This design comes from an exercise in tuning for a short achievable clock period and few clock cycles per item on the open sky130 flow, not from production work. The RTL was checked by simulation tests, not by an equivalence proof against the original design. Power and IR drop assume default switching activity.

===== design/flow/config.mk =====
export PLATFORM = sky130hd
export DESIGN_NAME = mtp40c_pe
export DESIGN_NICKNAME = mtp40c_pe
export VERILOG_FILES = /design/flow/design.v
export SDC_FILE = /design/flow/constraint.sdc
export NUM_CORES = 4
export LEC_CHECK = 0
export ABC_CLOCK_PERIOD_IN_PS = 1000
export CAP_MARGIN = 20
export CORE_MARGIN = 2
export CORE_UTILIZATION = 40
export SLEW_MARGIN = 20
export SYNTH_HIERARCHICAL = 1
export TNS_END_PERCENT = 100

===== design/flow/constraint.sdc =====
create_clock -name core_clock -period 10.0 [get_ports {clk}]
set_input_delay 2.0000 -clock core_clock [delete_from_list [all_inputs] [get_ports {clk}]]
set_output_delay 2.0000 -clock core_clock [all_outputs]
set_load 0.01 [all_outputs]

===== design/flow/design.v =====
module mtp40c_crc_step (
    input  wire [7:0] hi_in,
    input  wire [7:0] lo_in,
    input  wire [7:0] data,
    output wire [7:0] hi_out,
    output wire [7:0] lo_out
);
    function [15:0] table_word;
        input [7:0] i;
        reg   [15:0] w;
        integer r;
        begin
            w = {8'd0, i};
            for (r = 0; r < 8; r = r + 1) begin
                if (w[0])
                    w = (w >> 1) ^ 16'hA001;
                else
                    w = w >> 1;
            end
            table_word = w;
        end
    endfunction
    wire [7:0]  idx   = lo_in ^ data;
    wire [15:0] entry = table_word(idx);
    assign lo_out = hi_in ^ entry[7:0];     
    assign hi_out = entry[15:8];            
endmodule
module mtp40c_crc_fold (
    input  wire [191:0] buf_in,     
    output wire [15:0]  y
);
    assign y[ 0] = ^(buf_in & 192'h920493e497a48e24db2525212139396968888cccd5550001);
    assign y[ 1] = ^(buf_in & 192'hb60db42db8ed926d6d6f6f63634b4bbbb99995557fff0002);
    assign y[ 2] = ^(buf_in & 192'h6c1b685b71db24dadadedec6c696977773332aaafffe0004);
    assign y[ 3] = ^(buf_in & 192'hd836d0b6e3b649b5b5bdbd8d8d2d2eeee6665555fffc0008);
    assign y[ 4] = ^(buf_in & 192'hb06da16dc76c936b6b7b7b1b1a5a5dddccccaaabfff80010);
    assign y[ 5] = ^(buf_in & 192'h60db42db8ed926d6d6f6f63634b4bbbb99995557fff00020);
    assign y[ 6] = ^(buf_in & 192'hc1b685b71db24dadadedec6c696977773332aaafffe00040);
    assign y[ 7] = ^(buf_in & 192'h836d0b6e3b649b5b5bdbd8d8d2d2eeee6665555fffc00080);
    assign y[ 8] = ^(buf_in & 192'h06da16dc76c936b6b7b7b1b1a5a5dddccccaaabfff800100);
    assign y[ 9] = ^(buf_in & 192'h0db42db8ed926d6d6f6f63634b4bbbb99995557fff000200);
    assign y[10] = ^(buf_in & 192'h1b685b71db24dadadedec6c696977773332aaafffe000400);
    assign y[11] = ^(buf_in & 192'h36d0b6e3b649b5b5bdbd8d8d2d2eeee6665555fffc000800);
    assign y[12] = ^(buf_in & 192'h6da16dc76c936b6b7b7b1b1a5a5dddccccaaabfff8001000);
    assign y[13] = ^(buf_in & 192'hdb42db8ed926d6d6f6f63634b4bbbb99995557fff0002000);
    assign y[14] = ^(buf_in & 192'h248124f925e9238936c94948484e4e5a5a22233335554000);
    assign y[15] = ^(buf_in & 192'h490249f24bd247126d929290909c9cb4b44446666aaa8000);
endmodule
module mtp40c_crc_finish (
    input  wire [15:0] y,
    input  wire [24:0] sel,         
    output wire [15:0] crc
);
    wire [15:0] x = y ^ 16'hFFFF;
    wire [15:0] p0 = {^(x & 16'h8000), ^(x & 16'h4000), ^(x & 16'h2000), ^(x & 16'h1000), ^(x & 16'h0800), ^(x & 16'h0400), ^(x & 16'h0200), ^(x & 16'h0100), ^(x & 16'h0080), ^(x & 16'h0040), ^(x & 16'h0020), ^(x & 16'h0010), ^(x & 16'h0008), ^(x & 16'h0004), ^(x & 16'h0002), ^(x & 16'h0001)};
    wire [15:0] p1 = {^(x & 16'h00ff), ^(x & 16'h007f), ^(x & 16'h00c0), ^(x & 16'h0060), ^(x & 16'h0030), ^(x & 16'h0018), ^(x & 16'h000c), ^(x & 16'h0006), ^(x & 16'h8003), ^(x & 16'h4001), ^(x & 16'h2000), ^(x & 16'h1000), ^(x & 16'h0800), ^(x & 16'h0400), ^(x & 16'h0200), ^(x & 16'h01ff)};
    wire [15:0] p2 = {^(x & 16'hfffd), ^(x & 16'h7ffe), ^(x & 16'hc002), ^(x & 16'h6001), ^(x & 16'h3000), ^(x & 16'h1800), ^(x & 16'h0c00), ^(x & 16'h0600), ^(x & 16'h0300), ^(x & 16'h0180), ^(x & 16'h00c0), ^(x & 16'h0060), ^(x & 16'h0030), ^(x & 16'h0018), ^(x & 16'h000c), ^(x & 16'hfffb)};
    wire [15:0] p3 = {^(x & 16'hfdff), ^(x & 16'hfeff), ^(x & 16'h0280), ^(x & 16'h0140), ^(x & 16'h00a0), ^(x & 16'h0050), ^(x & 16'h0028), ^(x & 16'h0014), ^(x & 16'h000a), ^(x & 16'h8005), ^(x & 16'hc002), ^(x & 16'h6001), ^(x & 16'h3000), ^(x & 16'h1800), ^(x & 16'h0c00), ^(x & 16'hfbff)};
    wire [15:0] p4 = {^(x & 16'hfff3), ^(x & 16'hfff9), ^(x & 16'h800f), ^(x & 16'h4007), ^(x & 16'ha003), ^(x & 16'h5001), ^(x & 16'h2800), ^(x & 16'h1400), ^(x & 16'h0a00), ^(x & 16'h0500), ^(x & 16'h0280), ^(x & 16'h0140), ^(x & 16'h00a0), ^(x & 16'h0050), ^(x & 16'h0028), ^(x & 16'hffe7)};
    wire [15:0] p5 = {^(x & 16'hf3ff), ^(x & 16'hf9ff), ^(x & 16'h0f00), ^(x & 16'h0780), ^(x & 16'h03c0), ^(x & 16'h01e0), ^(x & 16'h00f0), ^(x & 16'h0078), ^(x & 16'h003c), ^(x & 16'h001e), ^(x & 16'h800f), ^(x & 16'h4007), ^(x & 16'ha003), ^(x & 16'h5001), ^(x & 16'h2800), ^(x & 16'he7ff)};
    wire [15:0] p6 = {^(x & 16'hffd7), ^(x & 16'hffeb), ^(x & 16'h0022), ^(x & 16'h8011), ^(x & 16'hc008), ^(x & 16'he004), ^(x & 16'hf002), ^(x & 16'h7801), ^(x & 16'h3c00), ^(x & 16'h1e00), ^(x & 16'h0f00), ^(x & 16'h0780), ^(x & 16'h03c0), ^(x & 16'h01e0), ^(x & 16'h00f0), ^(x & 16'hffaf)};
    wire [15:0] p7 = {^(x & 16'hd7ff), ^(x & 16'hebff), ^(x & 16'h2200), ^(x & 16'h1100), ^(x & 16'h0880), ^(x & 16'h0440), ^(x & 16'h0220), ^(x & 16'h0110), ^(x & 16'h0088), ^(x & 16'h0044), ^(x & 16'h0022), ^(x & 16'h8011), ^(x & 16'hc008), ^(x & 16'he004), ^(x & 16'hf002), ^(x & 16'haffe)};
    wire [15:0] p8 = {^(x & 16'hff0f), ^(x & 16'hff87), ^(x & 16'h00cc), ^(x & 16'h0066), ^(x & 16'h8033), ^(x & 16'h4019), ^(x & 16'h200c), ^(x & 16'h1006), ^(x & 16'h8803), ^(x & 16'h4401), ^(x & 16'h2200), ^(x & 16'h1100), ^(x & 16'h0880), ^(x & 16'h0440), ^(x & 16'h0220), ^(x & 16'hfe1f)};
    wire [15:0] p9 = {^(x & 16'h0ffd), ^(x & 16'h87fe), ^(x & 16'hcc02), ^(x & 16'h6601), ^(x & 16'h3300), ^(x & 16'h1980), ^(x & 16'h0cc0), ^(x & 16'h0660), ^(x & 16'h0330), ^(x & 16'h0198), ^(x & 16'h00cc), ^(x & 16'h0066), ^(x & 16'h8033), ^(x & 16'h4019), ^(x & 16'h200c), ^(x & 16'h1ffb)};
    wire [15:0] p10 = {^(x & 16'hfddf), ^(x & 16'hfeef), ^(x & 16'h02a8), ^(x & 16'h0154), ^(x & 16'h00aa), ^(x & 16'h8055), ^(x & 16'hc02a), ^(x & 16'h6015), ^(x & 16'h300a), ^(x & 16'h9805), ^(x & 16'hcc02), ^(x & 16'h6601), ^(x & 16'h3300), ^(x & 16'h1980), ^(x & 16'h0cc0), ^(x & 16'hfbbf)};
    wire [15:0] p11 = {^(x & 16'hdff3), ^(x & 16'heff9), ^(x & 16'ha80f), ^(x & 16'h5407), ^(x & 16'haa03), ^(x & 16'h5501), ^(x & 16'h2a80), ^(x & 16'h1540), ^(x & 16'h0aa0), ^(x & 16'h0550), ^(x & 16'h02a8), ^(x & 16'h0154), ^(x & 16'h00aa), ^(x & 16'h8055), ^(x & 16'hc02a), ^(x & 16'hbfe6)};
    wire [15:0] p12 = {^(x & 16'hf33f), ^(x & 16'hf99f), ^(x & 16'h0ff0), ^(x & 16'h07f8), ^(x & 16'h03fc), ^(x & 16'h01fe), ^(x & 16'h80ff), ^(x & 16'h407f), ^(x & 16'ha03f), ^(x & 16'h501f), ^(x & 16'ha80f), ^(x & 16'h5407), ^(x & 16'haa03), ^(x & 16'h5501), ^(x & 16'h2a80), ^(x & 16'he67f)};
    wire [15:0] p13 = {^(x & 16'h3fd5), ^(x & 16'h9fea), ^(x & 16'hf020), ^(x & 16'hf810), ^(x & 16'hfc08), ^(x & 16'hfe04), ^(x & 16'hff02), ^(x & 16'h7f81), ^(x & 16'h3fc0), ^(x & 16'h1fe0), ^(x & 16'h0ff0), ^(x & 16'h07f8), ^(x & 16'h03fc), ^(x & 16'h01fe), ^(x & 16'h80ff), ^(x & 16'h7faa)};
    wire [15:0] p14 = {^(x & 16'hd57f), ^(x & 16'heabf), ^(x & 16'h2020), ^(x & 16'h1010), ^(x & 16'h0808), ^(x & 16'h0404), ^(x & 16'h0202), ^(x & 16'h8101), ^(x & 16'hc080), ^(x & 16'he040), ^(x & 16'hf020), ^(x & 16'hf810), ^(x & 16'hfc08), ^(x & 16'hfe04), ^(x & 16'hff02), ^(x & 16'haafe)};
    wire [15:0] p15 = {^(x & 16'h7f00), ^(x & 16'hbf80), ^(x & 16'h20c0), ^(x & 16'h1060), ^(x & 16'h0830), ^(x & 16'h0418), ^(x & 16'h020c), ^(x & 16'h0106), ^(x & 16'h8083), ^(x & 16'h4041), ^(x & 16'h2020), ^(x & 16'h1010), ^(x & 16'h0808), ^(x & 16'h0404), ^(x & 16'h0202), ^(x & 16'hfe01)};
    wire [15:0] p16 = {^(x & 16'h00fd), ^(x & 16'h807e), ^(x & 16'hc0c2), ^(x & 16'h6061), ^(x & 16'h3030), ^(x & 16'h1818), ^(x & 16'h0c0c), ^(x & 16'h0606), ^(x & 16'h8303), ^(x & 16'h4181), ^(x & 16'h20c0), ^(x & 16'h1060), ^(x & 16'h0830), ^(x & 16'h0418), ^(x & 16'h020c), ^(x & 16'h01fb)};
    wire [15:0] p17 = {^(x & 16'hfdfd), ^(x & 16'h7efe), ^(x & 16'hc282), ^(x & 16'h6141), ^(x & 16'h30a0), ^(x & 16'h1850), ^(x & 16'h0c28), ^(x & 16'h0614), ^(x & 16'h030a), ^(x & 16'h8185), ^(x & 16'hc0c2), ^(x & 16'h6061), ^(x & 16'h3030), ^(x & 16'h1818), ^(x & 16'h0c0c), ^(x & 16'hfbfb)};
    wire [15:0] p18 = {^(x & 16'hfdf3), ^(x & 16'hfef9), ^(x & 16'h828f), ^(x & 16'h4147), ^(x & 16'ha0a3), ^(x & 16'h5051), ^(x & 16'h2828), ^(x & 16'h1414), ^(x & 16'h0a0a), ^(x & 16'h8505), ^(x & 16'hc282), ^(x & 16'h6141), ^(x & 16'h30a0), ^(x & 16'h1850), ^(x & 16'h0c28), ^(x & 16'hfbe7)};
    wire [15:0] p19 = {^(x & 16'hf3f3), ^(x & 16'hf9f9), ^(x & 16'h8f0f), ^(x & 16'h4787), ^(x & 16'ha3c3), ^(x & 16'h51e1), ^(x & 16'h28f0), ^(x & 16'h1478), ^(x & 16'h0a3c), ^(x & 16'h051e), ^(x & 16'h828f), ^(x & 16'h4147), ^(x & 16'ha0a3), ^(x & 16'h5051), ^(x & 16'h2828), ^(x & 16'he7e7)};
    wire [15:0] p20 = {^(x & 16'hf3d7), ^(x & 16'hf9eb), ^(x & 16'h0f22), ^(x & 16'h8791), ^(x & 16'hc3c8), ^(x & 16'he1e4), ^(x & 16'hf0f2), ^(x & 16'h7879), ^(x & 16'h3c3c), ^(x & 16'h1e1e), ^(x & 16'h8f0f), ^(x & 16'h4787), ^(x & 16'ha3c3), ^(x & 16'h51e1), ^(x & 16'h28f0), ^(x & 16'he7af)};
    wire [15:0] p21 = {^(x & 16'hd7d7), ^(x & 16'hebeb), ^(x & 16'h2222), ^(x & 16'h9111), ^(x & 16'hc888), ^(x & 16'he444), ^(x & 16'hf222), ^(x & 16'h7911), ^(x & 16'h3c88), ^(x & 16'h1e44), ^(x & 16'h0f22), ^(x & 16'h8791), ^(x & 16'hc3c8), ^(x & 16'he1e4), ^(x & 16'hf0f2), ^(x & 16'hafae)};
    wire [15:0] p22 = {^(x & 16'hd70f), ^(x & 16'heb87), ^(x & 16'h22cc), ^(x & 16'h1166), ^(x & 16'h88b3), ^(x & 16'h4459), ^(x & 16'h222c), ^(x & 16'h1116), ^(x & 16'h888b), ^(x & 16'h4445), ^(x & 16'h2222), ^(x & 16'h9111), ^(x & 16'hc888), ^(x & 16'he444), ^(x & 16'hf222), ^(x & 16'hae1e)};
    wire [15:0] p23 = {^(x & 16'h0f0d), ^(x & 16'h8786), ^(x & 16'hccce), ^(x & 16'h6667), ^(x & 16'hb333), ^(x & 16'h5999), ^(x & 16'h2ccc), ^(x & 16'h1666), ^(x & 16'h8b33), ^(x & 16'h4599), ^(x & 16'h22cc), ^(x & 16'h1166), ^(x & 16'h88b3), ^(x & 16'h4459), ^(x & 16'h222c), ^(x & 16'h1e1b)};
    wire [15:0] p24 = {^(x & 16'h0ddd), ^(x & 16'h86ee), ^(x & 16'hceaa), ^(x & 16'h6755), ^(x & 16'h33aa), ^(x & 16'h99d5), ^(x & 16'hccea), ^(x & 16'h6675), ^(x & 16'h333a), ^(x & 16'h999d), ^(x & 16'hccce), ^(x & 16'h6667), ^(x & 16'hb333), ^(x & 16'h5999), ^(x & 16'h2ccc), ^(x & 16'h1bbb)};
    assign crc = ({16{sel[0]}} & p0) |
                 ({16{sel[1]}} & p1) |
                 ({16{sel[2]}} & p2) |
                 ({16{sel[3]}} & p3) |
                 ({16{sel[4]}} & p4) |
                 ({16{sel[5]}} & p5) |
                 ({16{sel[6]}} & p6) |
                 ({16{sel[7]}} & p7) |
                 ({16{sel[8]}} & p8) |
                 ({16{sel[9]}} & p9) |
                 ({16{sel[10]}} & p10) |
                 ({16{sel[11]}} & p11) |
                 ({16{sel[12]}} & p12) |
                 ({16{sel[13]}} & p13) |
                 ({16{sel[14]}} & p14) |
                 ({16{sel[15]}} & p15) |
                 ({16{sel[16]}} & p16) |
                 ({16{sel[17]}} & p17) |
                 ({16{sel[18]}} & p18) |
                 ({16{sel[19]}} & p19) |
                 ({16{sel[20]}} & p20) |
                 ({16{sel[21]}} & p21) |
                 ({16{sel[22]}} & p22) |
                 ({16{sel[23]}} & p23) |
                 ({16{sel[24]}} & p24);
endmodule
module mtp40c_pe (
    input  wire        clk,
    input  wire        rst,         
    input  wire        cmd_valid,
    output wire        cmd_ready,
    input  wire [39:0] cmd_word,
    output wire        done,
    output wire [31:0] result,
    output wire [2:0]  status,
    input  wire [31:0] now_ms,
    output wire        tx_valid,
    output wire [7:0]  tx_data,
    input  wire        tx_ready,
    input  wire        rx_valid,
    input  wire [7:0]  rx_data,
    output wire        rx_ready
);
    localparam [7:0]  TX_CAP       = 8'd24;
    localparam [7:0]  RESP_CAP     = 8'd24;
    localparam [7:0]  BROADCAST    = 8'hFE;
    localparam [7:0]  ADDR_MAX     = 8'd247;
    localparam [7:0]  DEFAULT_ADDR = 8'h01;
    localparam [7:0]  DEVICE_TYPE  = 8'h02;
    localparam [31:0] TIMEOUT_DEF  = 32'd100;
    localparam [31:0] RATE_WINDOW  = 32'd4000;
    localparam [31:0] APR_MIN      = 32'h442F0000;    
    localparam [31:0] APR_MAX      = 32'h44898000;    
    localparam [15:0] SPC_MIN      = 16'd400;
    localparam [15:0] SPC_MAX      = 16'd5000;
    localparam [15:0] HRS_MIN      = 16'd24;
    localparam [15:0] HRS_MAX      = 16'd720;
    localparam [31:0] F32_M999     = 32'hC479C000;    
    localparam [7:0] OP_BEGIN      = 8'h01;
    localparam [7:0] OP_GETADDR    = 8'h10;
    localparam [7:0] OP_SETADDR    = 8'h11;
    localparam [7:0] OP_SETGENERIC = 8'h12;
    localparam [7:0] OP_SETSPECIF  = 8'h13;
    localparam [7:0] OP_USESPECIF  = 8'h14;
    localparam [7:0] OP_GETAIRP    = 8'h20;
    localparam [7:0] OP_SETAIRP    = 8'h21;
    localparam [7:0] OP_GETGAS     = 8'h22;
    localparam [7:0] OP_SETSPC     = 8'h30;
    localparam [7:0] OP_SPCREADY   = 8'h31;
    localparam [7:0] OP_OPENSC     = 8'h32;
    localparam [7:0] OP_CLOSESC    = 8'h33;
    localparam [7:0] OP_SCSTATUS   = 8'h34;
    localparam [7:0] OP_SETHOURS   = 8'h35;
    localparam [7:0] OP_GETHOURS   = 8'h36;
    localparam [7:0] OP_SETTIMEOUT = 8'h40;
    localparam [7:0] OP_GETTIMEOUT = 8'h41;
    localparam [7:0] OP_SUPPRESS   = 8'h42;
    localparam [7:0] OP_GETSUPPR   = 8'h43;
    localparam [7:0] OP_LASTREAD   = 8'h44;
    localparam [7:0] OP_GETTYPE    = 8'h45;
    localparam [7:0] OP_LASTERROR  = 8'h46;
    localparam [7:0] OP_CRC16      = 8'h50;
    localparam [7:0] OP_REQUEST    = 8'h51;
    localparam [7:0] OP_WRBUF      = 8'h52;
    localparam [7:0] OP_RDBUF      = 8'h53;
    localparam [2:0] ST_OK       = 3'd0;
    localparam [2:0] ST_VALID    = 3'd1;
    localparam [2:0] ST_TIMEOUT  = 3'd2;
    localparam [2:0] ST_PROTOCOL = 3'd3;
    localparam [2:0] ST_ILLEGAL  = 3'd4;
    function legal_word;
        input [7:0]  op;
        input [31:0] v;
        begin
            case (op)
                OP_BEGIN, OP_SETADDR, OP_CRC16, OP_RDBUF:
                    legal_word = (v[31:8] == 24'd0);
                OP_GETADDR, OP_SETGENERIC, OP_SETSPECIF, OP_USESPECIF,
                OP_GETAIRP, OP_GETGAS, OP_SPCREADY, OP_OPENSC, OP_CLOSESC,
                OP_SCSTATUS, OP_GETHOURS, OP_GETTIMEOUT, OP_GETSUPPR,
                OP_LASTREAD, OP_GETTYPE, OP_LASTERROR:
                    legal_word = (v == 32'd0);
                OP_SETAIRP, OP_SETTIMEOUT:
                    legal_word = 1'b1;
                OP_SETSPC, OP_SETHOURS, OP_REQUEST, OP_WRBUF:
                    legal_word = (v[31:16] == 16'd0);
                OP_SUPPRESS:
                    legal_word = (v[31:1] == 31'd0);
                default:
                    legal_word = 1'b0;    
            endcase
        end
    endfunction
    function [4:0] tmpl_len;
        input [7:0] op;
        begin
            case (op)
                OP_GETADDR:  tmpl_len = 5'd8;
                OP_SETADDR:  tmpl_len = 5'd9;
                OP_GETAIRP:  tmpl_len = 5'd8;
                OP_SETAIRP:  tmpl_len = 5'd10;
                OP_GETGAS:   tmpl_len = 5'd8;
                OP_SETSPC:   tmpl_len = 5'd9;
                OP_SPCREADY: tmpl_len = 5'd6;
                OP_OPENSC:   tmpl_len = 5'd6;
                OP_CLOSESC:  tmpl_len = 5'd6;
                OP_SCSTATUS: tmpl_len = 5'd6;
                OP_SETHOURS: tmpl_len = 5'd8;
                OP_GETHOURS: tmpl_len = 5'd6;
                default:     tmpl_len = 5'd6;
            endcase
        end
    endfunction
    function [4:0] resp_len;
        input [7:0] op;
        begin
            case (op)
                OP_GETADDR:  resp_len = 5'd7;
                OP_SETADDR:  resp_len = 5'd8;
                OP_GETAIRP:  resp_len = 5'd10;
                OP_SETAIRP:  resp_len = 5'd10;
                OP_GETGAS:   resp_len = 5'd14;
                OP_SETSPC:   resp_len = 5'd10;
                OP_SPCREADY: resp_len = 5'd6;
                OP_OPENSC:   resp_len = 5'd6;
                OP_CLOSESC:  resp_len = 5'd6;
                OP_SCSTATUS: resp_len = 5'd6;
                OP_SETHOURS: resp_len = 5'd6;
                OP_GETHOURS: resp_len = 5'd9;
                default:     resp_len = 5'd6;
            endcase
        end
    endfunction
    function [7:0] tmpl_byte;
        input [7:0]  op;
        input [4:0]  i;
        input [31:0] v;
        begin
            tmpl_byte = 8'h00;
            case (op)
                OP_GETADDR: begin
                    if (i == 5'd1) tmpl_byte = 8'hA0;
                    if (i == 5'd5) tmpl_byte = 8'h01;
                end
                OP_SETADDR: begin
                    if (i == 5'd1) tmpl_byte = 8'hA1;
                    if (i == 5'd5) tmpl_byte = 8'h01;
                    if (i == 5'd6) tmpl_byte = v[7:0];
                end
                OP_GETAIRP: begin
                    if (i == 5'd1) tmpl_byte = 8'hA2;
                    if (i == 5'd5) tmpl_byte = 8'h02;
                end
                OP_SETAIRP: begin
                    if (i == 5'd1) tmpl_byte = 8'hA3;
                    if (i == 5'd4) tmpl_byte = v[7:0];
                    if (i == 5'd5) tmpl_byte = v[15:8];
                    if (i == 5'd6) tmpl_byte = v[23:16];
                    if (i == 5'd7) tmpl_byte = v[31:24];
                end
                OP_GETGAS: begin
                    if (i == 5'd1) tmpl_byte = 8'hA4;
                    if (i == 5'd5) tmpl_byte = 8'h03;
                end
                OP_SETSPC: begin
                    if (i == 5'd1) tmpl_byte = 8'hA5;
                    if (i == 5'd4) tmpl_byte = v[7:0];
                    if (i == 5'd5) tmpl_byte = v[15:8];
                end
                OP_SPCREADY: begin
                    if (i == 5'd1) tmpl_byte = 8'hA6;
                    if (i == 5'd3) tmpl_byte = 8'h01;
                end
                OP_OPENSC: begin
                    if (i == 5'd1) tmpl_byte = 8'hA7;
                    if (i == 5'd3) tmpl_byte = 8'h01;
                end
                OP_CLOSESC: begin
                    if (i == 5'd1) tmpl_byte = 8'hA7;
                end
                OP_SCSTATUS: begin
                    if (i == 5'd1) tmpl_byte = 8'hA8;
                end
                OP_SETHOURS: begin
                    if (i == 5'd1) tmpl_byte = 8'hA9;
                    if (i == 5'd4) tmpl_byte = v[7:0];
                    if (i == 5'd5) tmpl_byte = v[15:8];
                end
                OP_GETHOURS: begin
                    if (i == 5'd1) tmpl_byte = 8'hAA;
                end
                default: tmpl_byte = 8'h00;
            endcase
        end
    endfunction
    function [31:0] timeout_sentinel;
        input [7:0] op;
        begin
            case (op)
                OP_GETADDR:  timeout_sentinel = 32'h000000FF;
                OP_GETAIRP:  timeout_sentinel = F32_M999;
                OP_SCSTATUS: timeout_sentinel = 32'h00000002;
                OP_GETHOURS: timeout_sentinel = 32'h0000FFFF;
                default:     timeout_sentinel = 32'h00000000;
            endcase
        end
    endfunction
    function gt32;
        input [31:0] a;
        input [31:0] b;
        reg   [31:0] g;
        reg   [31:0] p;
        integer w, k;
        begin
            g = a & ~b;
            p = a | ~b;
            for (w = 1; w < 32; w = w * 2) begin
                for (k = 0; k + w < 32; k = k + 2 * w) begin
                    g[k] = g[k + w] | (p[k + w] & g[k]);
                    p[k] = p[k + w] & p[k];
                end
            end
            gt32 = g[0];
        end
    endfunction
    function [32:0] add32;
        input [31:0] a;
        input [31:0] b;
        reg   [31:0] p;
        reg   [31:0] gg;
        reg   [31:0] pp;
        integer w, k;
        begin
            p  = a ^ b;
            gg = a & b;
            pp = p;
            for (w = 1; w < 32; w = w * 2) begin
                for (k = 31; k >= w; k = k - 1) begin
                    gg[k] = gg[k] | (pp[k] & gg[k - w]);
                    pp[k] = pp[k] & pp[k - w];
                end
            end
            add32 = {gg[31], p ^ {gg[30:0], 1'b0}};
        end
    endfunction
    function gt8;
        input [7:0] a;
        input [7:0] b;
        begin
            gt8 = gt32({24'd0, a}, {24'd0, b});
        end
    endfunction
    function [7:0] buf_byte;
        input [191:0] b;
        input [4:0]   i;
        begin
            case (i)
                5'd0:  buf_byte = b[  7:  0];
                5'd1:  buf_byte = b[ 15:  8];
                5'd2:  buf_byte = b[ 23: 16];
                5'd3:  buf_byte = b[ 31: 24];
                5'd4:  buf_byte = b[ 39: 32];
                5'd5:  buf_byte = b[ 47: 40];
                5'd6:  buf_byte = b[ 55: 48];
                5'd7:  buf_byte = b[ 63: 56];
                5'd8:  buf_byte = b[ 71: 64];
                5'd9:  buf_byte = b[ 79: 72];
                5'd10: buf_byte = b[ 87: 80];
                5'd11: buf_byte = b[ 95: 88];
                5'd12: buf_byte = b[103: 96];
                5'd13: buf_byte = b[111:104];
                5'd14: buf_byte = b[119:112];
                5'd15: buf_byte = b[127:120];
                5'd16: buf_byte = b[135:128];
                5'd17: buf_byte = b[143:136];
                5'd18: buf_byte = b[151:144];
                5'd19: buf_byte = b[159:152];
                5'd20: buf_byte = b[167:160];
                5'd21: buf_byte = b[175:168];
                5'd22: buf_byte = b[183:176];
                5'd23: buf_byte = b[191:184];
                default: buf_byte = 8'h00;
            endcase
        end
    endfunction
    reg        idle_r;      
    reg        dec_r;       
    reg        crc_r;       
    reg        tx_r;        
    reg        tx_first;    
    reg        rx_r;        
    reg        done_r;      
    reg        upd_addr, upd_gen, upd_spc, upd_tmo, upd_sup, upd_wr;
    reg [23:0] wr_sel;      
    reg [39:0] cmd;
    reg [31:0] now_a;       
    reg [31:0] result_r;
    reg [2:0]  status_r;    
    reg [7:0]  addr;
    reg        specific;
    reg [31:0] timeout;
    reg        suppress;
    reg [31:0] lastread;
    reg [31:0] lr_end;      
    reg        lr_wrap;     
    reg [15:0] gas;
    reg [31:0] airp;
    reg [191:0] txbuf;
    reg [191:0] respbuf;
    reg [7:0]  tx_byte;     
    reg [4:0]  txi;         
    reg [4:0]  nxi;         
    reg [4:0]  tleft;       
    reg [4:0]  rlen;        
    reg [15:0] crc;         
    reg        rx_rdy;      
    reg        rx_first;    
    reg [4:0]  rxn;         
    reg [4:0]  rrem;        
    reg [31:0] tstart;      
    reg [31:0] dline;       
    reg        dl_wrap;     
    reg [31:0] now_p;       
    reg        rxv_p;       
    reg [15:0] crc_y;
    reg [24:0] crc_sel;     
    wire [7:0]  opcode  = cmd[39:32];
    wire [31:0] operand = cmd[31:0];
    wire        is_req  = (opcode == OP_REQUEST);
    wire        is_read = (opcode == OP_GETGAS) || (opcode == OP_GETAIRP);
    assign cmd_ready = idle_r;
    assign done      = done_r;
    assign result    = result_r;
    assign status    = status_r;
    assign tx_valid  = tx_r;
    assign tx_data   = tx_byte;
    assign rx_ready  = rx_rdy;
    reg         d_illegal, d_valerr;
    reg  [23:0] rd_sel;
    reg  [23:0] crc_bytes;
    wire d_after  = !gt32(lastread, now_a);       
    wire d_before = gt32(lr_end, now_a);          
    wire d_cached = lr_wrap ? (d_after || d_before) : (d_after && d_before);
    wire        w_tx, w_done, w_dec;
    wire        w_upd_addr, w_upd_gen, w_upd_spc, w_upd_tmo, w_upd_sup, w_upd_wr;
    wire [23:0] w_wr_sel, w_rd_sel, w_crc_mask;
    wire [31:0] f_result;
    wire [2:0]  f_status;
    wire [4:0]  w_len, w_rlen;
    wire        w_illegal, w_valerr;
    mtp40c_decode u_dec (
        .cmd_word   (cmd_word),
        .specific   (specific),
        .suppress   (suppress),
        .timeout    (timeout),
        .lastread   (lastread),
        .status_q   (status_r),
        .gas        (gas),
        .airp       (airp),
        .w_tx       (w_tx),
        .w_done     (w_done),
        .w_dec      (w_dec),
        .w_upd_addr (w_upd_addr),
        .w_upd_gen  (w_upd_gen),
        .w_upd_spc  (w_upd_spc),
        .w_upd_tmo  (w_upd_tmo),
        .w_upd_sup  (w_upd_sup),
        .w_upd_wr   (w_upd_wr),
        .w_wr_sel   (w_wr_sel),
        .f_result   (f_result),
        .f_status   (f_status),
        .w_len      (w_len),
        .w_rlen     (w_rlen),
        .w_illegal  (w_illegal),
        .w_valerr   (w_valerr),
        .w_rd_sel   (w_rd_sel),
        .w_crc_mask (w_crc_mask)
    );
    wire [7:0] addr_byte = specific ? addr : BROADCAST;
    wire [32:0] lr_sum   = add32(lastread, RATE_WINDOW);
    reg [7:0] rd_byte;
    integer r;
    always @(*) begin
        rd_byte = 8'h00;
        for (r = 0; r < 24; r = r + 1)
            rd_byte = rd_byte | ({8{rd_sel[r]}} & respbuf[8*r +: 8]);
    end
    reg [191:0] crc_mask;
    integer m;
    always @(*) begin
        for (m = 0; m < 24; m = m + 1)
            crc_mask[8*m +: 8] = crc_bytes[m] ? txbuf[8*m +: 8] : 8'h00;
    end
    wire [15:0] fold_y;
    mtp40c_crc_fold u_fold (.buf_in(crc_mask), .y(fold_y));
    wire [15:0] crc16_res;
    mtp40c_crc_finish u_finish (.y(crc_y), .sel(crc_sel), .crc(crc16_res));
    wire [7:0] crc_hi_next;
    wire [7:0] crc_lo_next;
    mtp40c_crc_step u_crc (
        .hi_in  (crc[15:8]),
        .lo_in  (crc[7:0]),
        .data   (tx_byte),
        .hi_out (crc_hi_next),
        .lo_out (crc_lo_next)
    );
    wire [7:0] frame_byte = is_req ? buf_byte(txbuf, nxi) : tmpl_byte(opcode, nxi, operand);
    wire [7:0] tx_next = (tleft == 5'd3) ? crc_lo_next :
                         (tleft == 5'd2) ? crc[15:8] : frame_byte;
    wire tx_go   = tx_r && tx_ready;
    wire tx_last = tx_go && (tleft == 5'd1);
    wire take     = rx_rdy && rx_valid;
    wire late_p   = !rx_first &&
                    (dl_wrap ? (gt32(now_p, dline) && gt32(tstart, now_p))
                             : (gt32(now_p, dline) || gt32(tstart, now_p)));
    wire rx_end   = take && (rrem == 5'd1);
    wire [32:0] dline_sum = add32(tstart, timeout);
    function [7:0] rb;
        input integer i;
        begin
            rb = respbuf[8*i +: 8];
        end
    endfunction
    reg [31:0] x_result;
    reg [2:0]  x_status;
    always @(*) begin
        x_result = 32'd1;
        x_status = ST_OK;
        case (opcode)
            OP_GETADDR:  x_result = {24'd0, rb(3)};
            OP_GETAIRP:  x_result = {8'd0, rb(6), rb(5), rb(4)};
            OP_GETGAS: begin
                if (rb(8) != 8'd0 || rb(9) != 8'd0 || rb(10) != 8'd0 || rb(11) != 8'd0) begin
                    x_result = 32'd0;
                    x_status = ST_PROTOCOL;
                end else begin
                    x_result = {16'd0, rb(5), rb(4)};
                end
            end
            OP_SETSPC: begin
                if (rb(7) == 8'd0) begin
                    x_result = 32'd0;
                    x_status = ST_PROTOCOL;
                end
            end
            OP_SPCREADY: x_result = {31'd0, rb(3) == 8'd0};
            OP_SCSTATUS: x_result = {24'd0, rb(3)};
            OP_SETHOURS: begin
                if (rb(3) != 8'd0) begin
                    x_result = 32'd0;
                    x_status = ST_PROTOCOL;
                end
            end
            OP_GETHOURS: x_result = {16'd0, rb(4), rb(3)};
            default: ;    
        endcase
    end
    wire x_ok = (tx_last && rlen == 5'd0) || (rx_r && rx_end);
    integer i;
    always @(posedge clk) begin
        now_p   <= now_ms;
        rxv_p   <= rx_valid;
        lr_end  <= lr_sum[31:0];
        lr_wrap <= lr_sum[32];
        upd_addr  <= idle_r && w_upd_addr;
        upd_gen   <= idle_r && w_upd_gen;
        upd_spc   <= idle_r && w_upd_spc;
        upd_tmo   <= idle_r && w_upd_tmo;
        upd_sup   <= idle_r && w_upd_sup;
        upd_wr    <= idle_r && w_upd_wr;
        wr_sel    <= w_wr_sel;
        d_illegal <= w_illegal;
        d_valerr  <= w_valerr;
        rd_sel    <= w_rd_sel;
        crc_bytes <= w_crc_mask;
        if (idle_r) begin
            cmd       <= cmd_word;
            now_a     <= now_ms;
        end
        if (rst) begin
            idle_r   <= 1'b1;
            dec_r    <= 1'b0;
            crc_r    <= 1'b0;
            tx_r     <= 1'b0;
            tx_first <= 1'b0;
            rx_r     <= 1'b0;
            done_r   <= 1'b0;
            result_r <= 32'd0;
            status_r <= ST_OK;
            addr     <= DEFAULT_ADDR;
            specific <= 1'b0;
            timeout  <= TIMEOUT_DEF;
            suppress <= 1'b0;
            lastread <= 32'd0;
            lr_end   <= RATE_WINDOW;
            lr_wrap  <= 1'b0;
            gas      <= 16'd0;
            airp     <= 32'd0;
            tx_byte  <= 8'd0;
            txi      <= 5'd0;
            nxi      <= 5'd0;
            tleft    <= 5'd0;
            rlen     <= 5'd0;
            crc      <= 16'hFFFF;
            rx_rdy   <= 1'b0;
            rx_first <= 1'b0;
            rxn      <= 5'd0;
            rrem     <= 5'd0;
            tstart   <= 32'd0;
            dline    <= 32'd0;
            dl_wrap  <= 1'b0;
            crc_y    <= 16'd0;
            crc_sel  <= 25'd0;
        end else begin
            if (dec_r) begin
                dec_r    <= 1'b0;
                crc_y    <= fold_y;
                for (i = 0; i < 25; i = i + 1)
                    crc_sel[i] <= (operand[4:0] == i);
                if (d_illegal) begin
                    result_r <= 32'd0;
                    status_r <= ST_ILLEGAL;
                    done_r   <= 1'b1;
                end else if (opcode == OP_CRC16) begin
                    crc_r    <= 1'b1;
                end else if (opcode == OP_RDBUF) begin
                    result_r <= {24'd0, rd_byte};
                    status_r <= ST_OK;
                    done_r   <= 1'b1;
                end else if (d_valerr) begin
                    result_r <= 32'd0;
                    status_r <= ST_VALID;
                    done_r   <= 1'b1;
                end else if (is_read && d_cached) begin
                    status_r <= ST_OK;
                    done_r   <= 1'b1;             
                end else begin
                    tx_r     <= 1'b1;
                    tx_first <= 1'b1;
                end
            end
            if (crc_r) begin
                crc_r    <= 1'b0;
                result_r <= {16'd0, crc16_res};
                status_r <= ST_OK;
                done_r   <= 1'b1;
            end
            if (tx_first) begin
                tx_first   <= 1'b0;
                txbuf[7:0] <= addr_byte;
                if (!is_req) begin
                    for (i = 1; i < 24; i = i + 1)
                        if (gt8({3'd0, tleft}, i))
                            txbuf[8*i +: 8] <= tmpl_byte(opcode, i[4:0], operand);
                end
                if (is_read)
                    lastread <= now_a;
            end
            if (tx_r && tleft == 5'd2) begin
                txbuf[8*txi +: 8] <= crc[7:0];
                txbuf[8*nxi +: 8] <= crc[15:8];
            end
            if (tx_go) begin
                if (tleft != 5'd1 && tleft != 5'd2)
                    crc <= {crc_hi_next, crc_lo_next};
                if (tleft == 5'd1) begin
                    result_r <= timeout_sentinel(opcode);
                    status_r <= ST_TIMEOUT;
                    tx_r     <= 1'b0;
                    tstart   <= now_ms;
                    rxn      <= 5'd0;
                    rrem     <= rlen;
                    if (rlen != 5'd0) begin
                        rx_r     <= 1'b1;
                        rx_first <= 1'b1;
                        rx_rdy   <= rx_valid;
                    end
                end else begin
                    tx_byte <= tx_next;
                    txi     <= nxi;
                    nxi     <= nxi + 5'd1;
                    tleft   <= tleft - 5'd1;
                end
            end
            if (rx_r) begin
                rx_first <= 1'b0;
                if (rx_first) begin
                    dline   <= dline_sum[31:0];
                    dl_wrap <= dline_sum[32];
                end
                if (take) begin
                    respbuf[8*rxn +: 8] <= rx_data;
                    rxn  <= rxn + 5'd1;
                    rrem <= rrem - 5'd1;
                end
                if (rx_end) begin
                    rx_r   <= 1'b0;
                    rx_rdy <= 1'b0;
                end else if (late_p) begin
                    rx_r     <= 1'b0;
                    rx_rdy   <= 1'b0;
                    done_r   <= 1'b1;
                end else begin
                    rx_rdy <= rxv_p;
                end
            end
            if (x_ok) begin
                result_r <= x_result;
                status_r <= x_status;
                done_r   <= 1'b1;
                if (x_status == ST_OK) begin
                    case (opcode)
                        OP_SETADDR: addr <= operand[7:0];
                        OP_GETAIRP: airp <= x_result;
                        OP_GETGAS:  gas  <= x_result[15:0];
                        default: ;
                    endcase
                end
            end
            if (done_r) begin
                done_r   <= 1'b0;
                idle_r   <= 1'b1;
                if (upd_addr) addr     <= operand[7:0];
                if (upd_gen)  specific <= 1'b0;
                if (upd_spc)  specific <= 1'b1;
                if (upd_tmo)  timeout  <= operand;
                if (upd_sup)  suppress <= operand[0];
                for (i = 0; i < 24; i = i + 1)
                    if (upd_wr && wr_sel[i])
                        txbuf[8*i +: 8] <= operand[7:0];
            end
            if (idle_r) begin
                result_r <= f_result;
                tx_byte <= addr_byte;
                txi     <= 5'd0;
                nxi     <= 5'd1;
                tleft   <= w_len;
                rlen    <= w_rlen;
                crc     <= 16'hFFFF;
            end
            if (idle_r && cmd_valid) begin
                idle_r   <= 1'b0;
                status_r <= f_status;
                tx_r     <= w_tx;
                tx_first <= w_tx;
                dec_r    <= w_dec;
                done_r   <= w_done;
            end
        end
    end
endmodule
module mtp40c_decode (
    input  wire [39:0] cmd_word,
    input  wire        specific,
    input  wire        suppress,
    input  wire [31:0] timeout,
    input  wire [31:0] lastread,
    input  wire [2:0]  status_q,
    input  wire [15:0] gas,
    input  wire [31:0] airp,
    output wire        w_tx,          
    output wire        w_done,        
    output wire        w_dec,         
    output wire        w_upd_addr,    
    output wire        w_upd_gen,
    output wire        w_upd_spc,
    output wire        w_upd_tmo,
    output wire        w_upd_sup,
    output wire        w_upd_wr,
    output reg  [23:0] w_wr_sel,      
    output wire [31:0] f_result,      
    output wire [2:0]  f_status,      
    output wire [4:0]  w_len,         
    output wire [4:0]  w_rlen,        
    output wire        w_illegal,     
    output wire        w_valerr,      
    output reg  [23:0] w_rd_sel,      
    output reg  [23:0] w_crc_mask     
);
    localparam [7:0]  TX_CAP       = 8'd24;
    localparam [7:0]  RESP_CAP     = 8'd24;
    localparam [7:0]  BROADCAST    = 8'hFE;
    localparam [7:0]  ADDR_MAX     = 8'd247;
    localparam [7:0]  DEFAULT_ADDR = 8'h01;
    localparam [7:0]  DEVICE_TYPE  = 8'h02;
    localparam [31:0] TIMEOUT_DEF  = 32'd100;
    localparam [31:0] RATE_WINDOW  = 32'd4000;
    localparam [31:0] APR_MIN      = 32'h442F0000;    
    localparam [31:0] APR_MAX      = 32'h44898000;    
    localparam [15:0] SPC_MIN      = 16'd400;
    localparam [15:0] SPC_MAX      = 16'd5000;
    localparam [15:0] HRS_MIN      = 16'd24;
    localparam [15:0] HRS_MAX      = 16'd720;
    localparam [31:0] F32_M999     = 32'hC479C000;    
    localparam [7:0] OP_BEGIN      = 8'h01;
    localparam [7:0] OP_GETADDR    = 8'h10;
    localparam [7:0] OP_SETADDR    = 8'h11;
    localparam [7:0] OP_SETGENERIC = 8'h12;
    localparam [7:0] OP_SETSPECIF  = 8'h13;
    localparam [7:0] OP_USESPECIF  = 8'h14;
    localparam [7:0] OP_GETAIRP    = 8'h20;
    localparam [7:0] OP_SETAIRP    = 8'h21;
    localparam [7:0] OP_GETGAS     = 8'h22;
    localparam [7:0] OP_SETSPC     = 8'h30;
    localparam [7:0] OP_SPCREADY   = 8'h31;
    localparam [7:0] OP_OPENSC     = 8'h32;
    localparam [7:0] OP_CLOSESC    = 8'h33;
    localparam [7:0] OP_SCSTATUS   = 8'h34;
    localparam [7:0] OP_SETHOURS   = 8'h35;
    localparam [7:0] OP_GETHOURS   = 8'h36;
    localparam [7:0] OP_SETTIMEOUT = 8'h40;
    localparam [7:0] OP_GETTIMEOUT = 8'h41;
    localparam [7:0] OP_SUPPRESS   = 8'h42;
    localparam [7:0] OP_GETSUPPR   = 8'h43;
    localparam [7:0] OP_LASTREAD   = 8'h44;
    localparam [7:0] OP_GETTYPE    = 8'h45;
    localparam [7:0] OP_LASTERROR  = 8'h46;
    localparam [7:0] OP_CRC16      = 8'h50;
    localparam [7:0] OP_REQUEST    = 8'h51;
    localparam [7:0] OP_WRBUF      = 8'h52;
    localparam [7:0] OP_RDBUF      = 8'h53;
    localparam [2:0] ST_OK       = 3'd0;
    localparam [2:0] ST_VALID    = 3'd1;
    localparam [2:0] ST_TIMEOUT  = 3'd2;
    localparam [2:0] ST_PROTOCOL = 3'd3;
    localparam [2:0] ST_ILLEGAL  = 3'd4;
    function [4:0] tmpl_len;
        input [7:0] op;
        begin
            case (op)
                OP_GETADDR:  tmpl_len = 5'd8;
                OP_SETADDR:  tmpl_len = 5'd9;
                OP_GETAIRP:  tmpl_len = 5'd8;
                OP_SETAIRP:  tmpl_len = 5'd10;
                OP_GETGAS:   tmpl_len = 5'd8;
                OP_SETSPC:   tmpl_len = 5'd9;
                OP_SPCREADY: tmpl_len = 5'd6;
                OP_OPENSC:   tmpl_len = 5'd6;
                OP_CLOSESC:  tmpl_len = 5'd6;
                OP_SCSTATUS: tmpl_len = 5'd6;
                OP_SETHOURS: tmpl_len = 5'd8;
                OP_GETHOURS: tmpl_len = 5'd6;
                default:     tmpl_len = 5'd6;
            endcase
        end
    endfunction
    function [4:0] resp_len;
        input [7:0] op;
        begin
            case (op)
                OP_GETADDR:  resp_len = 5'd7;
                OP_SETADDR:  resp_len = 5'd8;
                OP_GETAIRP:  resp_len = 5'd10;
                OP_SETAIRP:  resp_len = 5'd10;
                OP_GETGAS:   resp_len = 5'd14;
                OP_SETSPC:   resp_len = 5'd10;
                OP_SPCREADY: resp_len = 5'd6;
                OP_OPENSC:   resp_len = 5'd6;
                OP_CLOSESC:  resp_len = 5'd6;
                OP_SCSTATUS: resp_len = 5'd6;
                OP_SETHOURS: resp_len = 5'd6;
                OP_GETHOURS: resp_len = 5'd9;
                default:     resp_len = 5'd6;
            endcase
        end
    endfunction
    function gt32;
        input [31:0] a;
        input [31:0] b;
        reg   [31:0] g;
        reg   [31:0] p;
        integer w, k;
        begin
            g = a & ~b;
            p = a | ~b;
            for (w = 1; w < 32; w = w * 2) begin
                for (k = 0; k + w < 32; k = k + 2 * w) begin
                    g[k] = g[k + w] | (p[k + w] & g[k]);
                    p[k] = p[k + w] & p[k];
                end
            end
            gt32 = g[0];
        end
    endfunction
    function gt8;
        input [7:0] a;
        input [7:0] b;
        begin
            gt8 = gt32({24'd0, a}, {24'd0, b});
        end
    endfunction
    wire [7:0]  w_op    = cmd_word[39:32];
    wire [31:0] w_v     = cmd_word[31:0];
    wire [7:0]  w_cl    = w_v[15:8];
    wire [7:0]  w_rl    = w_v[7:0];
    wire [2:0]  status_r = status_q;
    wire o_begin  = (w_op == OP_BEGIN);
    wire o_getadr = (w_op == OP_GETADDR);
    wire o_setadr = (w_op == OP_SETADDR);
    wire o_setgen = (w_op == OP_SETGENERIC);
    wire o_setspc = (w_op == OP_SETSPECIF);
    wire o_usespc = (w_op == OP_USESPECIF);
    wire o_getapr = (w_op == OP_GETAIRP);
    wire o_setapr = (w_op == OP_SETAIRP);
    wire o_getgas = (w_op == OP_GETGAS);
    wire o_setcor = (w_op == OP_SETSPC);
    wire o_corrdy = (w_op == OP_SPCREADY);
    wire o_opensc = (w_op == OP_OPENSC);
    wire o_clossc = (w_op == OP_CLOSESC);
    wire o_scstat = (w_op == OP_SCSTATUS);
    wire o_sethrs = (w_op == OP_SETHOURS);
    wire o_gethrs = (w_op == OP_GETHOURS);
    wire o_settmo = (w_op == OP_SETTIMEOUT);
    wire o_gettmo = (w_op == OP_GETTIMEOUT);
    wire o_supp   = (w_op == OP_SUPPRESS);
    wire o_getsup = (w_op == OP_GETSUPPR);
    wire o_lastrd = (w_op == OP_LASTREAD);
    wire o_gettyp = (w_op == OP_GETTYPE);
    wire o_lasterr= (w_op == OP_LASTERROR);
    wire o_crc16  = (w_op == OP_CRC16);
    wire o_req    = (w_op == OP_REQUEST);
    wire o_wrbuf  = (w_op == OP_WRBUF);
    wire o_rdbuf  = (w_op == OP_RDBUF);
    wire z_31_16 = (w_v[31:16] == 16'd0);
    wire z_15_8  = (w_v[15:8] == 8'd0);
    wire z_7_1   = (w_v[7:1] == 7'd0);
    wire z_31_8  = z_31_16 && z_15_8;
    wire z_31_1  = z_31_8 && z_7_1;
    wire z_31_0  = z_31_1 && !w_v[0];
    wire f_n  = o_getadr | o_setgen | o_setspc | o_usespc | o_getapr | o_getgas |
                o_corrdy | o_opensc | o_clossc | o_scstat | o_gethrs | o_gettmo |
                o_getsup | o_lastrd | o_gettyp | o_lasterr;
    wire f_8  = o_begin | o_setadr | o_crc16 | o_rdbuf;
    wire f_16 = o_setcor | o_sethrs | o_req | o_wrbuf;
    wire f_32 = o_setapr | o_settmo;
    wire w_legal = (f_n && z_31_0) || (f_8 && z_31_8) || (f_16 && z_31_16) ||
                   f_32 || (o_supp && z_31_1);
    wire a_bad = gt8(w_v[7:0], ADDR_MAX);                
    wire i_bad = gt8(w_v[15:8], TX_CAP - 8'd1);          
    wire r_bad = gt8(w_v[7:0], RESP_CAP - 8'd1);         
    wire n_bad = gt8(w_v[7:0], TX_CAP);                  
    wire q_bad = gt8(8'd4, w_cl) || gt8(w_cl, TX_CAP) || gt8(w_rl, RESP_CAP);
    assign w_tx   = ((o_getadr || o_corrdy || o_opensc || o_clossc || o_scstat ||
                    o_gethrs) && z_31_0) ||
                  (o_setadr && z_31_8 && !a_bad) ||
                  (o_req && z_31_16 && !q_bad);
    wire o_more = o_getadr | o_setadr | o_getapr | o_setapr | o_getgas |
                  o_setcor | o_corrdy | o_opensc | o_clossc | o_scstat |
                  o_sethrs | o_gethrs | o_crc16 | o_req | o_rdbuf;
    assign w_done = ((o_setgen || o_setspc || o_usespc || o_gettmo || o_getsup ||
                    o_lastrd || o_gettyp || o_lasterr) && z_31_0) ||
                  (o_begin && z_31_8) || (o_wrbuf && z_31_16) || o_settmo ||
                  (o_supp && z_31_1);
    assign w_dec  = !w_done && !w_tx;
    assign w_upd_addr = w_legal && o_begin && !a_bad;
    assign w_upd_gen  = w_legal && o_setgen;
    assign w_upd_spc  = w_legal && o_setspc;
    assign w_upd_tmo  = w_legal && o_settmo;
    assign w_upd_sup  = w_legal && o_supp;
    assign w_upd_wr   = w_legal && o_wrbuf && !i_bad;
    integer q;
    always @(*) begin
        for (q = 0; q < 24; q = q + 1)
            w_wr_sel[q] = (w_v[12:8] == q);
    end
    assign f_result =
        (
            ({32{o_begin && !a_bad}} & 32'd1) |
            ({32{o_usespc}} & {31'd0, specific}) |
            ({32{o_gettmo}} & timeout) |
            ({32{o_getsup}} & {31'd0, suppress}) |
            ({32{o_lastrd}} & lastread) |
            ({32{o_gettyp}} & {24'd0, DEVICE_TYPE}) |
            ({32{o_lasterr}} & {29'd0, status_r}) |
            ({32{o_getgas}} & {16'd0, gas}) |                
            ({32{o_getapr}} & airp));                        
    assign f_status =
        (o_begin && a_bad)     ? ST_VALID   :
        (o_wrbuf && i_bad)     ? ST_ILLEGAL :
        o_lasterr              ? status_r   : ST_OK;
    assign w_len  = o_req ? w_cl[4:0] : tmpl_len(w_op);
    assign w_rlen = o_req ? w_rl[4:0] : resp_len(w_op);
    assign w_illegal = !w_legal || (o_rdbuf && r_bad) || (o_crc16 && n_bad) ||
                     (o_req && q_bad);
    assign w_valerr  =
        (o_setadr && a_bad) ||
        (o_setapr && (gt32(APR_MIN, w_v) || gt32(w_v, APR_MAX))) ||
        (o_setcor && (gt32({16'd0, SPC_MIN}, {16'd0, w_v[15:0]}) ||
                      gt32({16'd0, w_v[15:0]}, {16'd0, SPC_MAX}))) ||
        (o_sethrs && (gt32({16'd0, HRS_MIN}, {16'd0, w_v[15:0]}) ||
                      gt32({16'd0, w_v[15:0]}, {16'd0, HRS_MAX})));
    always @(*) begin
        for (q = 0; q < 24; q = q + 1) begin
            w_rd_sel[q]   = (w_v[4:0] == q);
            w_crc_mask[q] = gt8({3'd0, w_v[4:0]}, q);
        end
    end
endmodule

===== design/flow/flow/run.sh =====
#!/bin/bash
# The standard layout (standard.sh: unchanged synthesis, floorplan, power
# grid, placement, CTS and routing) with three repair settings changed:
#  - timing repair aims at 7 ns of setup slack instead of 0, so that it keeps
#    improving the critical paths past the point where the clock is met;
#  - the port buffers are buf_4 cells (the default pick here is a delay
#    cell), still one buffer on every input and output port;
#  - resizing may change a cell's footprint.
# make's full output goes to standard_flow.log in this folder; each ORFS
# step's own log stays under orfs/logs/.
set -uo pipefail
bash standard.sh SETUP_SLACK_MARGIN=7 MATCH_CELL_FOOTPRINT=0 \
    "BUFFER_PORTS_ARGS=-buffer_cell sky130_fd_sc_hd__buf_4" finish \
    > standard_flow.log 2>&1

===== design/flow/standard.sh =====
#!/bin/bash
# synth_recipe.tcl (not shown) runs the flow's synth.tcl, then flattens the netlist and writes it again
# the make line also repeats each setting of config.mk as NAME=value (left out here)
make -C /OpenROAD-flow-scripts/flow DESIGN_CONFIG=/design/flow/config.mk WORK_HOME=/design/flow/orfs CLKGATE_MAP_FILE= SYNTH_SCRIPT=/design/flow/synth_recipe.tcl "${@:-finish}"

==> summary.txt, run 1 <==
Synthesis
  – Distinct cells, synth: 122
  – Synth Flop Type: dfxtp_1
  – Post-synthesis sequential area ratio: 35.7%
  – EDFF count, synth: 456
  – Largest area contributor in the netlist: edfxtp_1
  – Ys Warns: 9
  – Mapped cell area: 64300 µm²
  – Post-Syn Area per Cell: 9.09 µm²
  – Syn Inst Count: 7072
  – #FFs+latches synth: a little over 900
  – Area share of the largest cell type after synthesis: approximately a fifth
  – Area contributors post-synth: edfxtp_1 (21%), dfxtp_1 (14%), xnor2_1 (9.6%)
  – Asr flop ratio synth: 0%

Critical path
  – Critical path type: register to register
  – FF-to-FF Start: crc_y[7]$_SDFFE_PP0P_
  – Critical Path AT: 4.35 ns
  – CP startpoint: crc_y[7]$_SDFFE_PP0P_
  – Crit path max fanout: 4
  – Worst setup EP type: register
  – Data required time of the worst path: 10.65 ns
  – CP Launch Type: register

Layout
  – Final instance area: ~84000 µm²
  – Area growth, synth to finish: 30.7%
  – Number of fill cells in the layout: 14.4k
  – Finished Layout Cells: slightly below 10k
  – Nets@finish: 7806
  – Share of layout cells above drive strength 1: ~30%
  – Layout Utilization: 52.5%

Power and ir drop
  – Peak VDD IR: 0.000245 V
  – PwrDens: 212 nW/µm²
  – Leak pwr: 30.5 nW
  – Total power: 17.8 mW

Clock tree
  – Sink Count: 920
  – Hold_buf cts: 0
  – Cts bufs inserted: between 100 and 150
  – Clock root buffer: clkbuf_16
  – Worst-Skew Late Latency: 0.80 ns
  – CTS tree: yes
  – Worst-path clk slew: 0.07 ns
  – Clock Tree Buf Depth: 3
  – Htree depth: 3

STA
  – Final setup fails: 0
  – Worst Skew: around 0.11 ns
  – Fmax: 270 MHz
  – Rel. slew slack: 14.5%
  – Final worst setup slack: 6.30 ns
  – WHS: 0.452 ns
  – Fin crit period: approximately 3.7 ns
  – RSZ-0062 raised after global routing: true
  – Tightest Pin Transition: around 1.3 ns
  – Fin crit share: between 30 and 40%
  – Final setup TNS: 0 ns
  – Hold Violations, Final: 0
  – Max Slew Vio Count: 0

Floorplan
  – DIE WIDTH: about 400 µm
  – Core Region: 160000 µm²
  – Die height: 405 µm
  – IO Pins: 132
  – FP Rows: approximately 150
  – Initial Utilization: 40.1%
  – Die area: 164000 µm²

Placed design
  – Place WS: 5.21 ns
  – Area of placed instances: 67000 µm²
  – DP HPWL: between 200000 and 250000 µm
  – Input/output buffers: 131
  – Dpl cells: 8981
  – GPL Wtd Cong: 1.05

Hold path
  – Hold crit path type: register to register
  – Hold_sp: dline[23]$_SDFFE_PP0P_

GRT
  – First-pass GRT wire length: 445000 µm
  – Total Routing Usage GR: 37.7%
  – Met2 Use GR: a little under three fifths
  – Global routing usage on met3: between 10% and 20%
  – Largest net degree at the start of global routing: 188
  – Total grt overflow: 0
  – GR met1 Demand/Resource: 47.9%
  – Vias in the first global route: 58.5k
  – Busiest grt layer: met2
  – Number of antenna violations at the first check in global routing: 17

Route
  – Number of DRC markers in iteration 0: 9954
  – Total number of vias: 64.2k
  – Total iterations of the first detailed-routing run: 9
  – Post-route ant nets: 0
  – DR vias/cell: 6.47
  – WL per Instance: 32.9 µm
  – Drt total wl: 327000 µm
  – DRC: 0

Flow run
  – Max Cap Viol: 0

Status
  – Status: no timing/DRC/antenna violations
[metal layers]
| metal | share of wire (%) | vias up |
|---|---|---|
| met4 | 8.0 | 18 |
| met5 | 0.088 | - |
| li1 | - | 26900 |
| met3 | 13 | 1330 |
| met2 | 42 | 4861 |
| met1 | 37 | 31200 |
[worst paths after layout]
check             slack (ns)                      to  depth (start not counted)
setup reg to reg        6.30  result_r[0]$_SDFF_PP0_                         14
setup / recovery        6.30  result_r[0]$_SDFF_PP0_                         14
hold / removal          0.45  dline[23]$_SDFFE_PP0P_                          2
hold reg to reg         0.45  dline[23]$_SDFFE_PP0P_                          2
[cell type report]
cell class              count  area, µm²  share of cell area, %
inverters                 163        639                  0.760
diodes                     19       47.5                 0.0566
clock inverters            50        611                  0.726
clock buffers             144       2890                   3.44
flip-flops and latches    920      23300                   27.7
well taps                2160       2700                   3.21
multi-input cells        5493      44400                   52.8
repair buffers            985       9520                   11.3
[cells by family (layout without fill, tap and decap cells)]
group,after synthesis,after routing,synth area share [%]
mux,291,291,4.92
fa+ha+maj,77,77,1.43
compound gates,1849,1850,19.5
other cells,1,27,0.00583
buf+inv,670,1342,4.18
xor+xnor,1057,1057,17.8
simple gates,2207,2210,16.5
flops,920,920,35.7
[placed cells by master, fill, tap and decap left out, types with 55 or more instances in the layout]
cell / count
a21oi_1: 564
a221oi_1: 62
a222oi_1: 56
a22o_1: 67
a22oi_1: 367
and2_1: 115
and2_4: 72
buf_12: 80
buf_4: 757
buf_6: 99
clkbuf_16: 136
dfxtp_1: 355
dfxtp_4: 61
edfxtp_1: 456
inv_1: 150
mux2_2: 200
mux2i_1: 90
nand2_1: 703
nand3_1: 103
nand4_1: 55
nor2_1: 583
nor2b_1: 56
nor3_1: 68
o21ai_0: 141
o221ai_1: 57
xnor2_1: 493
xnor2_2: 152
xnor2_4: 86
xnor3_1: 76
xor2_1: 149
[per-module statistics from Yosys (local to each module, per instance)]
| module | cell area, µm² | flip-flops and latches | cells | copies in the design |
|---|---|---|---|---|
| mtp40c_decode | 2280 | 0 | 413 | 1 |
| mtp40c_crc_step | 251 | 0 | 26 | 1 |
| mtp40c_pe | 48300 | 920 | 5208 | 1 |
| mtp40c_crc_finish | 6960 | 0 | 842 | 1 |
| mtp40c_crc_fold | 6520 | 0 | 583 | 1 |
[cells in the mapped netlist, types with 56 or more instances]
cell      instances
nand2_1         735
xnor2_1         703
nor2_1          617
a21oi_1         590
dfxtp_1         464
edfxtp_1        456
a22oi_1         377
clkbuf_1        364
and2_1          234
mux2_2          200
xor2_1          189
o21ai_0         174
inv_1           157
nand3_1         115
xnor3_1         109
mux2i_1          91
nor3_1           91
a221oi_1         87
a22o_1           68
buf_2            66
nor2b_1          66
o221ai_1         59
a222oi_1         56
buf_1            56
[where the power goes]
group / switching (mW) / total (mW) / internal [mW]
combinational: 4.75 / 9.54 / 4.80
sequential: 0.183 / 4.25 / 4.07
clock: 1.75 / 4.00 / 2.25
total: 6.68 / 17.8 / 11.1
[sequential cells by signal, summed over array words and instances, names as in the netlist, 16 cells and up]
register   flops
wr_sel        24
now_a         32
lr_end        32
cmd           40
txbuf        192
crc_bytes     24
crc_sel       25
lastread      32
tstart        32
now_p         32
result_r      32
respbuf      192
crc_y         16
crc           16
dline         32
gas           16
airp          24
rd_sel        24
timeout       32
[what timing repair did]
item | CTS | global route
setup buffers | 388 | 315
hold endpoints to repair | 0 | 0
pin swaps | 254 | 296
gates cloned | 23 | 14
setup endpoints to repair | 755 | 769
resized for setup | 947 | 530
[worst max-delay path, stage by stage (launching register included)]
cell and delay [ns]:
dfxtp_4 0.36, buf_12 0.13, clkbuf_16 0.16, buf_4 0.17, xnor2_1 0.30, xnor2_1 0.24, xor2_1 0.39, nor2_1 0.12
a221oi_1 0.29, o2111a_1 0.27, nand4_1 0.46, mux2i_1 0.31, a21oi_1 0.09, a211oi_1 0.24, nor3_1 0.07
Testbench counts, summed over its fixed seeds: cycles 51,246, commands 4,800.
==> run 2, diff against run 1 <==
--- a/design/flow/design.v
+++ b/design/flow/design.v
@@ -386,4 +386,5 @@
     reg        dec_r;       
     reg        crc_r;       
+    reg        crc_r2;      
     reg        tx_r;        
     reg        tx_first;    
@@ -424,4 +425,5 @@
     reg [15:0] crc_y;
     reg [24:0] crc_sel;     
+    reg [15:0] crc_res;     
     wire [7:0]  opcode  = cmd[39:32];
     wire [31:0] operand = cmd[31:0];
@@ -562,10 +564,11 @@
         lr_end  <= lr_sum[31:0];
         lr_wrap <= lr_sum[32];
-        upd_addr  <= idle_r && w_upd_addr;
-        upd_gen   <= idle_r && w_upd_gen;
-        upd_spc   <= idle_r && w_upd_spc;
-        upd_tmo   <= idle_r && w_upd_tmo;
-        upd_sup   <= idle_r && w_upd_sup;
-        upd_wr    <= idle_r && w_upd_wr;
+        crc_res   <= crc16_res;
+        upd_addr  <= !rst && idle_r && cmd_valid && w_upd_addr;
+        upd_gen   <= !rst && idle_r && cmd_valid && w_upd_gen;
+        upd_spc   <= !rst && idle_r && cmd_valid && w_upd_spc;
+        upd_tmo   <= !rst && idle_r && cmd_valid && w_upd_tmo;
+        upd_sup   <= !rst && idle_r && cmd_valid && w_upd_sup;
+        upd_wr    <= !rst && idle_r && cmd_valid && w_upd_wr;
         wr_sel    <= w_wr_sel;
         d_illegal <= w_illegal;
@@ -581,4 +584,5 @@
             dec_r    <= 1'b0;
             crc_r    <= 1'b0;
+            crc_r2   <= 1'b0;
             tx_r     <= 1'b0;
             tx_first <= 1'b0;
@@ -641,5 +645,9 @@
             if (crc_r) begin
                 crc_r    <= 1'b0;
-                result_r <= {16'd0, crc16_res};
+                crc_r2   <= 1'b1;
+            end
+            if (crc_r2) begin
+                crc_r2   <= 1'b0;
+                result_r <= {16'd0, crc_res};
                 status_r <= ST_OK;
                 done_r   <= 1'b1;
@@ -720,13 +728,13 @@
                 done_r   <= 1'b0;
                 idle_r   <= 1'b1;
-                if (upd_addr) addr     <= operand[7:0];
-                if (upd_gen)  specific <= 1'b0;
-                if (upd_spc)  specific <= 1'b1;
-                if (upd_tmo)  timeout  <= operand;
-                if (upd_sup)  suppress <= operand[0];
-                for (i = 0; i < 24; i = i + 1)
-                    if (upd_wr && wr_sel[i])
-                        txbuf[8*i +: 8] <= operand[7:0];
             end
+            if (upd_addr) addr     <= operand[7:0];
+            if (upd_gen)  specific <= 1'b0;
+            if (upd_spc)  specific <= 1'b1;
+            if (upd_tmo)  timeout  <= operand;
+            if (upd_sup)  suppress <= operand[0];
+            for (i = 0; i < 24; i = i + 1)
+                if (upd_wr && wr_sel[i])
+                    txbuf[8*i +: 8] <= operand[7:0];
             if (idle_r) begin
                 result_r <= f_result;
==> run 2 against run 1 <==
  * Fmax up 10%
  * Sequential share of layout area up 0.80 points
  * Still clean on timing, DRC and antenna
  * Die area up 0.58%
  * Hold slack worse by 0.015 ns
  * Via count down 1.1%
  * Final cell count down 1.1%
  * Wire length down 3.8%
==> summary.txt, run 2 <==
Status
  – Status: no timing/DRC/antenna violations

Route
  – Post-route ant nets: 0 (unchanged)
  – WL per Instance: 32.0 µm (-2.7%)
  – Total number of vias: 63.5k (-1.1%)
  – DRC: 0 (unchanged)
  – DR vias/cell: 6.47 (about the same)
  – Number of DRC markers in iteration 0: 9891 (-0.63%)

Synthesis
  – EDFF count, synth: 456 (unchanged)
  – #FFs+latches synth: 937 (+1.8%)
  – Ys Warns: 9 (unchanged)
  – Post-synth top cells: nand2_1 (734), xnor2_1 (690), nor2_1 (595)
  – Area share of the largest cell type after synthesis: 21.2% (-0.12 points)
  – Area contributors post-synth: edfxtp_1 (21%), dfxtp_1 (15%), xnor2_1 (9.3%)
  – Most frequent cell after synthesis: nand2_1
  – Mapped cell area: 64700 µm² (+0.58%)

Floorplan
  – IO Pins: 132 (unchanged)
  – Initial Utilization: 40.3% (+0.14 points)
  – Die area: 165000 µm² (+0.58%)
  – DIE WIDTH: 406 µm (+0.29%)

Layout
  – Most frequent cells in the layout: nand2_1 (687), buf_4 (633), xnor2_1 (544)
  – Layout Utilization: 51.6% (-0.87 points)
  – Nets@finish: 7700 (-1.4%)
  – Registers with the most flip-flops: respbuf: 192 flops, txbuf: 192 flops, cmd: 40 flops

Placed design
  – Area of placed instances: 67600 µm² (+0.93%)

GRT
  – Vias in the first global route: 57.6k (-1.5%)

Clock tree
  – Clock root buffer: clkbuf_16
  – Hold_buf cts: 0 (unchanged)

STA
  – Fin crit share: 33.5% (-3.5 points)
  – Fin crit period: 3.35 ns (-0.349 ns)
  – Rel. slew slack: 8.98% (-5.6 points)
  – Fmax: 298 MHz (+10%)
  – Tightest Pin Transition: 1.37 ns (+0.0833 ns)

Power and ir drop
  – Leak pwr: 30.0 nW (-1.5%)

Flow run
  – Max Cap Viol: 0 (unchanged)
## run 2: cell types whose count changed after synthesis, sizes merged, moves of 10 or more
cell / before / now
a22oi: 377 / 273
a21oi: 592 / 541
o21ai: 188 / 235
mux2i: 91 / 128
nor2: 635 / 601
a22o: 68 / 89
a211oi: 36 / 54
nand3: 118 / 136
dfxtp: 464 / 481
xnor2: 731 / 718
a32oi: 10 / 20
nor4: 31 / 41
## run 2: worst max-delay path: stages (launching register included)
cell and delay [ns]:
dfxtp_4 0.38, ha_4 0.17, inv_2 0.05, fa_2 0.22, nor2b_4 0.05, o31ai_4 0.28, a21oi_2 0.11, a221o_1 0.36
a21bo_2 0.25, a211oi_4 0.29, o221ai_2 0.16, a221o_1 0.35, or4b_1 0.49, o311ai_1 0.09
## run 2: cell families after synthesis
group / after synthesis
muxes: 336
xor gates and xnor gates: 1049
and+or+nand+nor: 2213
adders and majority gates: 78
DFF: 937
AOI/OAI and AO/OA: 1810
other: 1
buffers and inverters: 680
## run 2: final timing paths
path | start | end | slack (ns) | cells after the start
max | timeout[0]$_SDFFE_PP0P_ | dline[30]$_SDFFE_PP0P_ | 6.65 | 13
min | upd_spc$_DFF_P_ | specific$_SDFFE_PP0P_ | 0.44 | 2
max reg2reg | timeout[0]$_SDFFE_PP0P_ | dline[30]$_SDFFE_PP0P_ | 6.65 | 13
min reg2reg | upd_spc$_DFF_P_ | specific$_SDFFE_PP0P_ | 0.44 | 2
## run 2: through the flow
step / setup WS (ns) / power [mW]
after CTS: 6.65 / 14.8
after floorplan: 4.39 / 8.51
after global routing: 6.59 / 15.8
after detailed placement: 5.39 / 10.1
after global placement: 5.40 / 10.1
final: 6.65 / 15.4
## run 2: modules after synthesis, one instance, submodules excluded
module             flip-flops and latches  area, µm²  copies in the design
mtp40c_crc_step                         0        251                     1
mtp40c_crc_fold                         0       6520                     1
mtp40c_pe                             937      48700                     1
mtp40c_crc_finish                       0       6960                     1
mtp40c_decode                           0       2280                     1
## run 2: layer usage
layer,part of all wire [%],up-vias,GRT usage [%]
met1,38,31000,47.2
met2,42,4599,54.0
met5,0.081,-,0
li1,-,26700,-
met3,12,1259,8.81
met4,8.0,18,22.0
## run 2: layout make-up
| cell class | instances | area [µm²] |
|---|---|---|
| fillers | 14500 | 77700 |
| multi-input cells | 5501 | 44200 |
| flip-flops and latches | 937 | 23600 |
| repair buffers | 847 | 8000 |
| clock buffers | 154 | 3070 |
| well taps | 2160 | 2700 |
| inverters | 168 | 658 |
| clock inverters | 47 | 618 |
| diodes | 8 | 20.0 |
| repair inverters | 1 | 5.00 |
## run 2: report_power, final
group	switching [mW]	total (mW)	leakage (nW)	internal [mW]
logic	3.47	6.84	20.0	3.37
clock network	1.78	4.18	1.78	2.40
registers	0.233	4.39	8.20	4.16
total	5.48	15.4	30.0	9.93
## run 2: repair_timing
item / CTS / global route
endpoints found under the setup margin: 798 / 772
setup buffers: 286 / 282
gates cloned: 11 / 16
resized for setup: 811 / 702
pin swaps: 172 / 347
Testbench counts of run 2, summed over its fixed seeds: cycles 51,443, commands 4,800.

Setup slack of run 2, layout unchanged: 6.649 ns with ideal ports, 6.588 ns with driving cells assumed (clock clkbuf_16, inputs buf_2), 6.020 ns with port delays also shifted by the 0.854 ns mid clock arrival.
